Context: an optimization exercise on an open-source flow, tuned for small area, a short achievable clock period and few clock cycles per item. The choices shown serve that exercise and are no tape-out recipe.
In this exercise RTL edits were held to simulation tests only and were not proved equivalent to the original.
Power and IR drop assume default switching activity.

==> flow/design.v (excerpt) <==
module sc_reduce (
    input  wire         clk,
    input  wire         rst,
    input  wire         in_valid,
    output wire         in_ready,
    input  wire [255:0] in_data,
    output wire         out_valid,
    input  wire         out_ready,
    output wire [255:0] out_data
);
    reg         v;       
    reg         fx;      
    reg [252:0] r;       
    reg         rb;      
    wire hold = v & ~out_ready;          
    wire [3:0]   h  = in_data[255:252];
    wire [128:0] xl = (fx | hold) ? r[128:0] : in_data[128:0];
    wire [122:0] xu = in_data[251:129];
    reg  [128:0] th;     
    always @(*) begin
        case (h)
            4'd0: th = 129'h0;
            4'd1: th = 129'h14def9dea2f79cd65812631a5cf5d3ed;
            4'd2: th = 129'h29bdf3bd45ef39acb024c634b9eba7da;
            4'd3: th = 129'h3e9ced9be8e6d6830837294f16e17bc7;
            4'd4: th = 129'h537be77a8bde735960498c6973d74fb4;
            4'd5: th = 129'h685ae1592ed6102fb85bef83d0cd23a1;
            4'd6: th = 129'h7d39db37d1cdad06106e529e2dc2f78e;
            4'd7: th = 129'h9218d51674c549dc6880b5b88ab8cb7b;
            4'd8: th = 129'ha6f7cef517bce6b2c09318d2e7ae9f68;
            4'd9: th = 129'hbbd6c8d3bab4838918a57bed44a47355;
            4'd10: th = 129'hd0b5c2b25dac205f70b7df07a19a4742;
            4'd11: th = 129'he594bc9100a3bd35c8ca4221fe901b2f;
            4'd12: th = 129'hfa73b66fa39b5a0c20dca53c5b85ef1c;
            4'd13: th = 129'h10f52b04e4692f6e278ef0856b87bc309;
            4'd14: th = 129'h12431aa2ce98a93b8d1016b71157196f6;
            4'd15: th = 129'h13910a40b8c82308f2913ce8b72676ae3;
            default: th = 129'h0;
        endcase
    end
    wire [128:0] t = fx ? 129'h1eb2106215d086329a7ed9ce5a30a2c13 : hold ? 129'd0 : th;    
    wire [128:0] d_g;
    wire [128:0] d_k;
    assign d_g = xl & ~t;   
    assign d_k = ~(xl ^ t);  
    wire d_G0_0 = d_g[3] | d_k[3] & (d_g[2] | d_k[2] & (d_g[1] | d_k[1] & (d_g[0])));
    wire d_P0_0 = d_k[3] & d_k[2] & d_k[1] & d_k[0];
  ...
==> flow/config.mk <==
export PLATFORM = sky130hd
export DESIGN_NAME = sc_reduce
export DESIGN_NICKNAME = sc_reduce
export VERILOG_FILES = /design/flow/design.v
export SDC_FILE = /design/flow/constraint.sdc
export NUM_CORES = 4
export LEC_CHECK = 0
export ABC_AREA = 1
export CAP_MARGIN = 20
export CORE_MARGIN = 2
export CORE_UTILIZATION = 40
export SETUP_SLACK_MARGIN = 5
export SLEW_MARGIN = 20
export SYNTH_HIERARCHICAL = 1
==> flow/constraint.sdc <==
create_clock -name core_clock -period 10.0 [get_ports {clk}]
set_input_delay 2.0000 -clock core_clock [delete_from_list [all_inputs] [get_ports {clk}]]
set_output_delay 2.0000 -clock core_clock [all_outputs]
set_load 0.01 [all_outputs]
standard.sh (not shown) runs the stock make flow with config.mk's settings and CLKGATE_MAP_FILE= SYNTH_SCRIPT=/design/flow/synth_recipe.tcl, a recipe that flattens the netlist after the stock synthesis.
==> flow/flow/run.sh <==
#!/bin/bash
# Layout flow: the standard layout (standard.sh), with two changes:
#  - synthesis without the full/half-adder extraction (ADDER_MAP_FILE empty),
#    so ABC maps the hand-built prefix adder itself;
#  - port buffers are buf_1 cells.
# Every register, its name and cell type are those of the standard synthesis.
set -euo pipefail
bash standard.sh ADDER_MAP_FILE= \
  'BUFFER_PORTS_ARGS=-buffer_cell sky130_fd_sc_hd__buf_1' \
  finish > flow_make.log 2>&1
Testbench counts at the start, summed over its fixed seeds: cycles 1,608, values 1,600.
Next try:
==> flow/flow/run.sh (replaced) <==
#!/bin/bash
# Layout flow: the standard layout (standard.sh), with these changes:
#  - synthesis without the full/half-adder extraction (ADDER_MAP_FILE empty),
#    so ABC maps the hand-built prefix adder itself;
#  - port buffers are buf_1 cells;
set -euo pipefail
bash standard.sh ADDER_MAP_FILE= \
  'BUFFER_PORTS_ARGS=-buffer_cell sky130_fd_sc_hd__buf_1' \
  SETUP_SLACK_MARGIN=5.4 \
  finish > flow_make.log 2>&1
- SETUP_SLACK_MARGIN: 5 -> unset
What happened:
- total power increases by 3.4%
- setup slack improved by 290 ps
- final area increases by 8.0%
- clock skew increases by 3.7 ps
- routed wire length increases by about 10%
Next try:
- TNS_END_PERCENT: unset -> 0
First-iteration DRC count came out lower by a few percent.
Clock-buffer cell count came out lower by 14.
Hold slack is worse by 9.1 ps.
Power came out lower by a few percent.
Via count came out lower by a few percent.
Next try:
==> flow/flow/run.sh (replaced) <==
#!/bin/bash
# Layout flow: the standard layout (standard.sh), with two changes:
#  - synthesis without the full/half-adder extraction (ADDER_MAP_FILE empty),
#    so ABC maps the hand-built prefix adder itself;
#  - port buffers are buf_1 cells.
# Every register, its name and cell type are those of the standard synthesis.
set -euo pipefail
bash standard.sh ADDER_MAP_FILE= \
  'BUFFER_PORTS_ARGS=-buffer_cell sky130_fd_sc_hd__buf_1' \
  finish > flow_make.log 2>&1
- CTS_CLUSTER_DIAMETER: unset -> 90
- CTS_CLUSTER_SIZE: unset -> 20
- SETUP_SLACK_MARGIN: unset -> 5
The new run finished clean.
Core utilization shrinks by 3.7 points.
Sequential power barely changes.
Cell area shrinks by 7.5%.
Cell count shrinks by 2.1%.
Total power shrinks by 10%.

* * *

T:
Starting RTL as in the previous note.
Design sc_reduce, start of the top module:
module sc_reduce (
    input  wire         clk,
    input  wire         rst,
    input  wire         in_valid,
    output wire         in_ready,
    input  wire [255:0] in_data,
    output wire         out_valid,
    input  wire         out_ready,
    output wire [255:0] out_data
);
export LEC_CHECK = 0
export ABC_AREA = 1
export CAP_MARGIN = 20
export CORE_MARGIN = 2
export CORE_UTILIZATION = 40
export SLEW_MARGIN = 20
export SYNTH_HIERARCHICAL = 1
export TNS_END_PERCENT = 0
create_clock -name core_clock -period 10.0 [get_ports {clk}]
==> flow/flow/run.sh <==
#!/bin/bash
# Layout flow: the standard layout (standard.sh), with these changes:
#  - synthesis without the full/half-adder extraction (ADDER_MAP_FILE empty),
#    so ABC maps the hand-built prefix adder itself;
#  - port buffers are buf_1 cells;
set -euo pipefail
bash standard.sh ADDER_MAP_FILE= \
  'BUFFER_PORTS_ARGS=-buffer_cell sky130_fd_sc_hd__buf_1' \
  SETUP_SLACK_MARGIN=5.6 \
  finish > flow_make.log 2>&1
Testbench counts of T, summed over its fixed seeds: cycles 1,608, values 1,600.
The inputs of R differ from those of T as listed below.
# T
export LEC_CHECK = 0
export ABC_AREA = 1
export CAP_MARGIN = 20
export CORE_MARGIN = 2
export CORE_UTILIZATION = 40
export SLEW_MARGIN = 20
export SYNTH_HIERARCHICAL = 1
export TNS_END_PERCENT = 0
create_clock -name core_clock -period 10.0 [get_ports {clk}]
# R
export LEC_CHECK = 0
export ABC_AREA = 1
export CAP_MARGIN = 20
export CORE_MARGIN = 2
export CORE_UTILIZATION = 40
export PLACE_DENSITY = 0.75
export SETUP_SLACK_MARGIN = 5
export SLEW_MARGIN = 20
export SYNTH_HIERARCHICAL = 1
create_clock -name core_clock -period 10.0 [get_ports {clk}]
--- a/flow/flow/run.sh
+++ b/flow/flow/run.sh
@@ -2 +2 @@
-# Layout flow: the standard layout (standard.sh), with these changes:
+# Layout flow: the standard layout (standard.sh), with two changes:
@@ -5 +5,2 @@
-#  - port buffers are buf_1 cells;
+#  - port buffers are buf_1 cells.
+# Every register, its name and cell type are those of the standard synthesis.
@@ -9 +9,0 @@
-  SETUP_SLACK_MARGIN=5.6 \
Findings:
- R: PASS, flow complete, no timing, DRC or antenna violations
- Relative to T, final cell count decreased by about 2% in R.
- Delta (R minus T): total wire length decreased about 7%, post-synthesis to final-layout area growth decreased 9.4 points.

[port drivers added, routing unchanged]
In the flow no input, the clock included, has a driving cell. The finished layouts below were timed again as built, in two steps. Step 1: set_driving_cell puts a clkbuf_16 on clk and a buf_2 on each other input, an assumption about the parent block. Step 2, shift: input delay + t, output delay - t, t = (earliest + latest rising clock arrival at the registers) / 2. This alone moves slack from input paths to output paths. Slacks: ideal / step 1 / step 2; pairs: ideal / step 1.
run	shift t [ns]	slack for setup (ns)	worst slew at a driven data input, ns
the first run of note 1	0.637	5.135 / 5.119 / 4.483	0.13
the second run of note 1	0.609	5.426 / 5.349 / 4.825	0.21
the third run of note 1	0.631	5.410 / 5.350 / 4.796	0.11
the fourth run of note 1	0.586	5.077 / 5.063 / 4.477	0.12
T	0.655	5.389 / 5.297 / 4.736	0.15
R	0.645	5.164 / 5.118 / 4.520	0.12
After both steps setup and hold are still met in every run listed. The setup slack of T, which loses most, moves by -0.092 ns with the drivers and by -0.653 ns with both steps.
